This is an optimization exercise on Yosys and OpenROAD, whose aim is small area, a short achievable clock period and few clock cycles per item, not a production implementation.
No functional check of the RTL was part of this run.

File: design/flow/run.sh
#!/bin/bash
# synth_recipe.tcl (not shown) runs the flow's synth.tcl, then flattens the netlist and writes it again
# the make line also repeats each setting of config.mk as NAME=value (left out here)
make -C /OpenROAD-flow-scripts/flow DESIGN_CONFIG=/design/flow/config.mk WORK_HOME=/design/flow/orfs CLKGATE_MAP_FILE= SYNTH_SCRIPT=/design/flow/synth_recipe.tcl finish
File: design/flow/config.mk
export PLATFORM = sky130hd
export DESIGN_NAME = swar_conv
export DESIGN_NICKNAME = swar_conv
export VERILOG_FILES = /design/flow/design.v
export SDC_FILE = /design/flow/constraint.sdc
export NUM_CORES = 4
export LEC_CHECK = 0
export ABC_AREA = 1
export CAP_MARGIN = 20
export CORE_MARGIN = 2
export CORE_UTILIZATION = 40
export SETUP_SLACK_MARGIN = 4
export SLEW_MARGIN = 20
File: design/flow/constraint.sdc
create_clock -name core_clock -period 8.0 [get_ports {clk}]
set_input_delay 1.6000 -clock core_clock [delete_from_list [all_inputs] [get_ports {clk}]]
set_output_delay 1.6000 -clock core_clock [all_outputs]
set_load 0.01 [all_outputs]
File: design/flow/design.v
module swar_conv (
    input  wire         clk,
    input  wire         rst,
    input  wire         cmd_valid,
    output wire         cmd_ready,
    input  wire [31:0]  cmd,
    input  wire [63:0]  a,
    input  wire [63:0]  b,
    input  wire [7:0]   c,
    input  wire [167:0] sin,
    output reg          done,
    output reg          err,
    output wire [63:0]  res,
    output reg  [167:0] sout
);
    localparam [7:0] OP_HASZERO = 8'h01, OP_HASBYTE = 8'h02, OP_MEMCHR8 = 8'h03,
                     OP_TRIM8   = 8'h04,
                     OP_ATOU4   = 8'h10, OP_ATOU8   = 8'h11, OP_ATOU    = 8'h12,
                     OP_ATOI    = 8'h13, OP_HTOU8   = 8'h14, OP_HTOU    = 8'h15,
                     OP_UTOA2P  = 8'h20, OP_UTOAP   = 8'h21, OP_ITOA8   = 8'h22,
                     OP_ITOA    = 8'h23;
    integer i, k, t;
    wire [7:0] opc  = cmd[7:0];
    wire       in_p = cmd[8];
    wire       in_e = cmd[9];
    wire       in_r = cmd[10];
    wire       in_k = cmd[11];
    wire [4:0] in_n = cmd[20:16];
    reg known;
    always @* begin
        case (opc)
            OP_HASZERO, OP_HASBYTE, OP_MEMCHR8, OP_TRIM8,
            OP_ATOU4, OP_ATOU8, OP_ATOU, OP_ATOI, OP_HTOU8, OP_HTOU,
            OP_UTOA2P, OP_UTOAP, OP_ITOA8, OP_ITOA: known = 1'b1;
            default: known = 1'b0;
        endcase
    end
    wire legal = known
              && (cmd[15:12] == 4'd0) && (cmd[31:21] == 11'd0)
              && (!in_p || opc == OP_MEMCHR8 || opc == OP_TRIM8)
              && (!in_e || opc == OP_MEMCHR8 || opc == OP_TRIM8)
              && (!in_r || opc == OP_MEMCHR8)
              && !in_k
              && ((opc == OP_UTOAP) ? (in_n >= 5'd1 && in_n <= 5'd20)
                                    : (in_n == 5'd0));
    wire multi  = cmd[4] | (cmd[5] & (cmd[1] | cmd[0]));
    wire is_fmt = cmd[5];                
    wire is_hex = cmd[2];                
    reg        busy;     
    reg        last;     
    reg        first;    
    reg        fin;      
    reg        fmt_q;    
    reg        hex_q;    
    reg        neg_q;    
    reg        utoap_q;  
    reg  [4:0] n_q;
    reg        out_fmt;  
    reg        out_s;    
    reg  [4:0] ls_q;     
    assign cmd_ready = busy ? last : (!multi && !fin);
    wire accept = cmd_valid && cmd_ready;
    wire start  = !busy && cmd_valid && multi;
    reg [7:0]  zlane, mlane;
    reg [2:0]  first_pos, last_pos;
    reg [63:0] keep_mask;
    reg [63:0] word_res;
    reg [7:0]  d2;           
    always @* begin
        for (i = 0; i < 8; i = i + 1) begin
            zlane[i] = (a[8*i +: 8] == 8'h00);
            mlane[i] = (a[8*i +: 8] == c);
        end
        first_pos = 3'd0;
        for (i = 7; i >= 0; i = i - 1)
            if (mlane[i]) first_pos = i[2:0];
        last_pos = 3'd0;
        for (i = 0; i < 8; i = i + 1)
            if (mlane[i]) last_pos = i[2:0];
        keep_mask = 64'd0;
        for (i = 0; i < 8; i = i + 1)
            keep_mask[8*i +: 8] = (i == 0) ? {8{!mlane[0]}}
                                           : keep_mask[8*(i-1) +: 8] & {8{!mlane[i]}};
        d2 = 8'd0;
        for (i = 6; i >= 0; i = i - 1) begin
            if (d2[3:0] >= 4'd5) d2[3:0] = d2[3:0] + 4'd3;
            if (d2[7:4] >= 4'd5) d2[7:4] = d2[7:4] + 4'd3;
            d2 = {d2[6:0], a[i]};
        end
        case (opc)
            OP_HASZERO: word_res = {63'd0, |zlane};
            OP_HASBYTE: word_res = {63'd0, |mlane};
            OP_MEMCHR8:
                if (mlane == 8'd0) word_res = 64'h0000_0000_FFFF_FFFF;
                else               word_res = {61'd0, in_r ? last_pos : first_pos};
            OP_TRIM8:   word_res = a & keep_mask;
            default:    word_res = {48'd0, 4'h3, d2[3:0], 4'h3, d2[7:4]};    
        endcase
    end
    wire [4:0] len   = b[4:0];
    wire       sgn   = (opc == OP_ATOI) && (len != 5'd0)
                    && (sin[7:0] == 8'h2B || sin[7:0] == 8'h2D);
    wire [4:0] ndig  = len - {4'd0, sgn};
    reg  [3:0] ei_q, oi_q;
    reg  [7:0] ebyte, obyte;
    always @* begin
        ebyte = 8'd0;
        for (i = 0; i < 11; i = i + 1)
            if (ei_q == i) ebyte = sin[16*i +: 8];
        obyte = 8'd0;
        for (i = 0; i < 10; i = i + 1)
            if (oi_q == i) obyte = sin[16*i + 8 +: 8];
    end
    wire [7:0] hi0_b = (len[0] && sgn) ? sin[15:8] : sin[7:0];
    wire [7:0] lo0_b = len[0] ? (sgn ? sin[23:16] : sin[7:0]) : sin[15:8];
    wire       mhi0  = (ndig == 5'd0) || ndig[0];
    wire       mlo0  = (ndig == 5'd0);
    wire [7:0] hi_b  = busy ? (len[0] ? obyte : ebyte) : hi0_b;
    wire [7:0] lo_b  = busy ? (len[0] ? ebyte : obyte) : lo0_b;
    wire [3:0] hi_v  = hi_b[3:0] + (hi_b[6] ? 4'd9 : 4'd0);
    wire [3:0] lo_v  = lo_b[3:0] + (lo_b[6] ? 4'd9 : 4'd0);
    wire [7:0] pfetch = {(!busy && mhi0) ? 4'd0 : hi_v, (!busy && mlo0) ? 4'd0 : lo_v};
    wire [3:0] elast = len[4:1] - {3'd0, !len[0]};
    wire [3:0] e0    = {3'd0, len[0] & sgn};
    wire       plast = busy ? (ei_q == elast) : ((ndig <= 5'd2) || (e0 == elast));
    wire       fneg = cmd[1] && b[63];       
    reg  [7:0] bz, bf, cy, tnz, top;
    reg  [7:0] ftop, fsel;
    reg        cytop, cysel;
    always @* begin
        for (i = 0; i < 8; i = i + 1) begin
            bz[i] = (b[8*i +: 8] == 8'h00);
            bf[i] = (b[8*i +: 8] == 8'hFF);
        end
        cy[0] = 1'b1;
        for (i = 1; i < 8; i = i + 1)
            cy[i] = cy[i-1] & bz[i-1];
        for (i = 0; i < 8; i = i + 1)
            tnz[i] = fneg ? !bf[i] : !bz[i];
        for (i = 0; i < 8; i = i + 1)
            top[i] = (i == 0 || tnz[i]) && ((tnz >> (i + 1)) == 8'd0);
        ftop = 8'd0; cytop = 1'b0;
        fsel = 8'd0; cysel = 1'b0;
        for (i = 0; i < 8; i = i + 1) begin
            ftop  = ftop  | ({8{top[i]}} & b[8*i +: 8]);
            cytop = cytop | (top[i] & cy[i]);
            fsel  = fsel  | ({8{fi_q[i]}} & b[8*i +: 8]);
            cysel = cysel | (fi_q[i] & cy[i]);
        end
    end
    reg  [7:0] fi_q;     
    wire [7:0] ffetch = (busy ? fsel : ftop) ^ {8{neg_sel}};
    wire       neg_sel = busy ? neg_q : fneg;
    wire       fcy    = neg_sel & (busy ? cysel : cytop);
    wire       fovf   = fcy & (busy ? 1'b0 : (ftop == 8'h00));    
    wire       flast  = busy ? fi_q[0] : top[0];
    reg  [7:0]  fb;      
    reg         fb_cy;   
    reg         fb_ovf;  
    reg  [63:0] acc;     
    reg  [79:0] bcd;     
    wire [6:0]  pq   = {fb[7:4], 3'b000} + {2'd0, fb[7:4], 1'b0} + {3'd0, fb[3:0]};
    wire [63:0] dsum = {acc[57:0], 6'd0} + {acc[58:0], 5'd0} + {acc[61:0], 1'b0, neg_q}
                     + {{57{neg_q}}, pq ^ {7{neg_q}}};
    wire [63:0] hsum = {acc[55:0], fb};
    function [4:0] dstep;
        input [3:0] d;
        input       cin;
        begin
            dstep[4] = d[3] | (d[2] & (d[1] | d[0]));
            dstep[3] = (d[2] & ~d[1] & ~d[0]) | (d[3] & d[0]);
            dstep[2] = (d[1] & ~d[2]) | (d[1] & d[0]) | (d[3] & ~d[0]);
            dstep[1] = (d[0] & ~d[2] & ~d[3]) | (d[2] & d[1] & ~d[0]) | (d[3] & ~d[0]);
            dstep[0] = cin;
        end
    endfunction
    wire [7:0] fbyte = fb + {7'd0, fb_cy};
    reg [79:0] dd;
    reg        dcy;
    reg [4:0]  dso;
    always @* begin
        dd = first ? {79'd0, fb_ovf} : bcd;
        for (t = 7; t >= 0; t = t - 1) begin
            dcy = fbyte[t];
            for (k = 0; k < 20; k = k + 1) begin
                dso = dstep(dd[4*k +: 4], dcy);
                dd[4*k +: 4] = dso[3:0];
                dcy = dso[4];
            end
        end
    end
    reg  [4:0] nd;           
    always @* begin
        nd = 5'd1;
        for (k = 1; k < 20; k = k + 1)
            if (bcd[4*k +: 4] != 4'd0) nd = k[4:0] + 5'd1;
    end
    wire [4:0]  ls  = (utoap_q ? n_q : nd) + {4'd0, neg_q};
    wire [4:0]  sh  = 5'd20 - ls;
    reg  [79:0] rev;
    always @* begin
        for (k = 0; k < 20; k = k + 1)
            rev[4*k +: 4] = bcd[4*(19-k) +: 4];
    end
    wire [79:0] aligned = rev >> {sh, 2'b00};
    always @(posedge clk) begin
        done <= fin;
        fin  <= 1'b0;
        if (rst) begin
            busy <= 1'b0;
            last <= 1'b0;
            done <= 1'b0;
        end else begin
            if (accept) begin
                err <= !legal;
                if (busy && fmt_q && legal) fin <= 1'b1;
                else                        done <= 1'b1;
            end
            if (fin) begin
                bcd     <= aligned;
                ls_q    <= ls;
                out_s   <= neg_q;
                out_fmt <= 1'b1;
            end
            if (!busy) begin
                if (accept) begin
                    acc     <= word_res;
                    out_fmt <= 1'b0;
                    end
                if (start) begin
                    busy    <= 1'b1;
                    first   <= 1'b1;
                    fmt_q   <= is_fmt;
                    hex_q   <= is_hex;
                    utoap_q <= !cmd[1];
                    n_q     <= in_n;
                    neg_q   <= is_fmt ? fneg : (sgn && sin[2]);
                    acc     <= 64'd0;
                    fb      <= is_fmt ? ffetch : pfetch;
                    fb_cy   <= fcy;
                    fb_ovf  <= fovf;
                    ei_q    <= e0 + 4'd1;
                    oi_q    <= e0 + 4'd1 - {3'd0, len[0]};
                    fi_q    <= top >> 1;
                    last    <= !legal || (is_fmt ? flast : plast);
                end
            end else begin
                first <= 1'b0;
                if (fmt_q)      bcd <= dd;
                else if (hex_q) acc <= hsum;
                else            acc <= dsum;
                if (accept) out_fmt <= 1'b0;
                if (last) begin
                    busy <= 1'b0;
                    last <= 1'b0;
                end else begin
                    fb    <= fmt_q ? ffetch : pfetch;
                    fb_cy <= fcy;
                    ei_q  <= ei_q + 4'd1;
                    oi_q  <= oi_q + 4'd1;
                    fi_q  <= fi_q >> 1;
                    last  <= fmt_q ? flast : plast;
                end
            end
        end
    end
    always @* begin
        for (k = 0; k < 20; k = k + 1)
            sout[8*k +: 8] = (k == 0 && out_s) ? 8'h2D
                           : {2'b00, {2{k < ls_q}}, bcd[4*k +: 4]};
        sout[167:160] = 8'h00;
    end
    assign res = {acc[63:5], out_fmt ? ls_q : acc[4:0]};
endmodule
==> run notes <==
cell usage in the layout, fill, tap and decap left out, types with 16 or more instances in the layout:
cell type,instances
buf_6,85
edfxtp_1,187
a21oi_4,41
fa_1,114
a21oi_1,243
clkbuf_16,23
o21ai_1,141
nand4_1,107
o22ai_1,20
buf_4,216
nand3_1,578
nor4_1,32
nand2_1,2102
dlymetal6s2s_1,31
o21ai_2,112
nand2_2,154
xor2_1,44
a21oi_2,103
nor2_2,79
ha_1,88
dlygate4sd2_1,23
o21ai_4,69
buf_12,46
clkdlybuf4s50_1,391
conb_1,48
nor2_1,913
nand3_2,39
inv_2,88
nand2_4,61
inv_1,666
a31oi_1,28
buf_16,27
ha_4,16
nor2_4,47
o21ai_0,348
xnor2_1,21
nor3_1,27
o211ai_1,59
kinds of logic after synthesis:
group | count (synthesis) | synth area share
buf+inv | 1147 | 0.128
flops | 191 | 0.141
compound gates | 1306 | 0.186
simple gates | 4210 | 0.432
other cells | 1 | 0.0000930
xor+xnor | 89 | 0.0193
fa+ha+maj | 230 | 0.0932
through the flow:
step	area, um^2	std cells	hold WS [ns]	setup WS (ns)
floorplan	41600	7221	0.483	2.10
global placement	45400	8643	0.543	1.79
detailed placement	45400	8643	0.565	1.75
CTS	51900	8945	0.578	3.07
global route	54800	9056	0.609	2.82
finish	54800	9060	0.593	2.84
final timing paths:
check                           cells past startpoint               end         startpoint  slack [ns]
worst max-delay path                               23  bcd[5]$_DFFE_PN_  bcd[32]$_DFFE_PN_        2.84
worst min-delay path                                1   busy$_SDFF_PP0_  last$_SDFFE_PP0N_        0.59
worst max register to register                     23  bcd[5]$_DFFE_PN_  bcd[32]$_DFFE_PN_        2.84
worst min register to register                      1   busy$_SDFF_PP0_  last$_SDFFE_PP0N_        0.59
registers in the layout (all words and copies together), names as in the netlist, 4 cells and up:
signal  count
bcd        80
acc        64
fb          8
fi_q        7
ls_q        5
n_q         5
ei_q        4
oi_q        4
cell type report:
cell class              instances  area, um^2
fillers                      9617       45200
multi-input cells            5885       34100
repair buffers                854        9270
flip-flops and latches        191        5700
inverters                     778        3090
well taps                    1298        1620
clock buffers                  18         429
repair inverters               16         379
clock inverters                14         120
diodes                          6        15.0
routing by layer:
metal  share of wire  up-vias
li1                -    24600
met1            0.39    23700
met5         0.00082        -
met4           0.063       16
met3            0.10      696
met2            0.45     2393
worst max-delay path: stages, from the launching register on:
cell and delay, ns:
edfxtp_1 0.57, nor2_1 0.26, nand2_1 0.18, nor2_2 0.33
nor2_1 0.11, o21ai_1 0.18, a21oi_2 0.10, o31ai_4 0.32
a21oi_2 0.11, o21ai_1 0.13, nand2_1 0.10, ha_4 0.28
buf_12 0.20, o21ai_0 0.41, inv_1 0.22, o21ai_1 0.20
inv_1 0.15, nor2_2 0.23, nand2_1 0.34, o21ai_2 0.31
nand2_2 0.10, nand2_1 0.09, nand2_1 0.05, inv_1 0.04
cell usage after synthesis, types with 46 or more instances:
master    number
buf_4        205
inv_1        721
nand2_1     2275
ha_1         113
nand2_2       49
inv_2         53
a21oi_1      327
a31oi_1       46
o21ai_0      603
edfxtp_1     187
clkbuf_1     131
o21ai_1       49
nor2_1       997
a21oi_2       54
fa_1         117
xor2_1        57
nor3_1        48
nand4_1      107
o211ai_1      59
nand3_1      617
repair_timing:
| item | CTS | global route |
|---|---|---|
| pin swaps | 268 | 287 |
| cloned | 41 | 6 |
| setup buffers | 229 | 103 |
| gates resized for setup | 847 | 472 |
| endpoints found under the setup margin | 256 | 214 |
==> qor.yml <==
grt_setup_unrepaired: "true"
gp_congestion: 0.985
grt_max_degree: 91
startpoint_type: "flip-flop"
worst_ep_arrival_time_ns: 5.56
synth_top_area_share: 0.212
io_buffers: 465
track_usage: 0.338
ioPinCount: 574
clk_pin_slew_ns: 0.08
ys.warnings.count: 1
syn_area_um2: 40300
hold_viol: 0
grtUsageMet1: 0.404
grt_busiest_layer: "met2"
vias: 51300
grt_pass1_wl_um: 272000
synthToLayoutAreaGrowth_pct: 35.9
cp-end-kind: "flip-flop"
root_buffer: "clkbuf_16"
core-area_um2: 100000
cp.required_ns: 8.40
wl_per_cell_um: 21.0
setup_viol_count_final: 0
clock_latency_ns: 0.54
maxSlewHeadroom: 0.230
synth_area_leaders: "nand2_1 (21%), edfxtp_1 (14%), nor2_1 (9.3%)"
clock.fmax_mhz: 194
final-max-slew-violation-count: 0
die_h_um: 321
dieArea_um2: 103000
async_flop_share: 0
hp-class: "reg -> reg"
synth_cells: 7174
die_width_um: 321
firstDrtPassIters: 10
crit_fanout: 63
fin_skew_ns: 0.0234
grt_use_met2: 0.559
fin_crit_ns: 5.16
fin_nets: 8312
synth.largest_area_cell: "nand2_1"
ctsHoldBuffers: 0
cts_num_sinks: 191
synth_edf_count: 187
hpwl_um: 137000
cts_tree: "built"
utilization: 0.548
postRouteAntennaNets: 0
drv_cap: 0
synth_seq_area_share: 0.141
fin_crit_sh: 0.645
ys_ff_latch: 191
grt-ovfl-total: 0
initial_utilization: 0.403
status: "no timing/DRC/antenna violations"
synthFlopType: "edfxtp_1"
worstMarginPinSlew_ns: 1.15
route.detailed.drc: 0
grt_pass1_vias: 47500
numCtsBuffers: 17
tns_ns: 0
drt_iter0_markers: 5089
rows: 116
htreeDepth: 4
clockBufferDepth: 2
synth_cell_types: 63
grtUsageMet3: 0.0916
syn_avg_cell_area_um2: 5.62
antenna_found_initial: 11
viasPerCell: 5.67
drive_gt1_frac: 0.186
criticalPathCategory: "reg -> reg"
routed_wl_um: 190000

==> separate check: timing with driven ports <==
Ports are ideal in the flow. The routed layout listed here was re-timed in OpenROAD. Step 1, drivers: a clkbuf_16 drives clk and a buf_2 each remaining input, both assumed. Step 2 also shifts input and output timing later by t, the mid clock arrival at the registers, as if the neighbouring blocks saw the same clock. Slacks: ideal / step 1 / step 2; pairs: ideal / step 1.
t, ns: 0.592
slack for setup (ns): 2.838 / 2.838 / 2.726
hold WS [ns]: 0.593 / 0.593 / 0.593
worst setup path after step 2: input to register
pins driven straight from the clock port: 1
After both steps this run still meets setup and hold. The setup slack of this run moves by 0.000 ns with the drivers and by -0.112 ns with both steps.
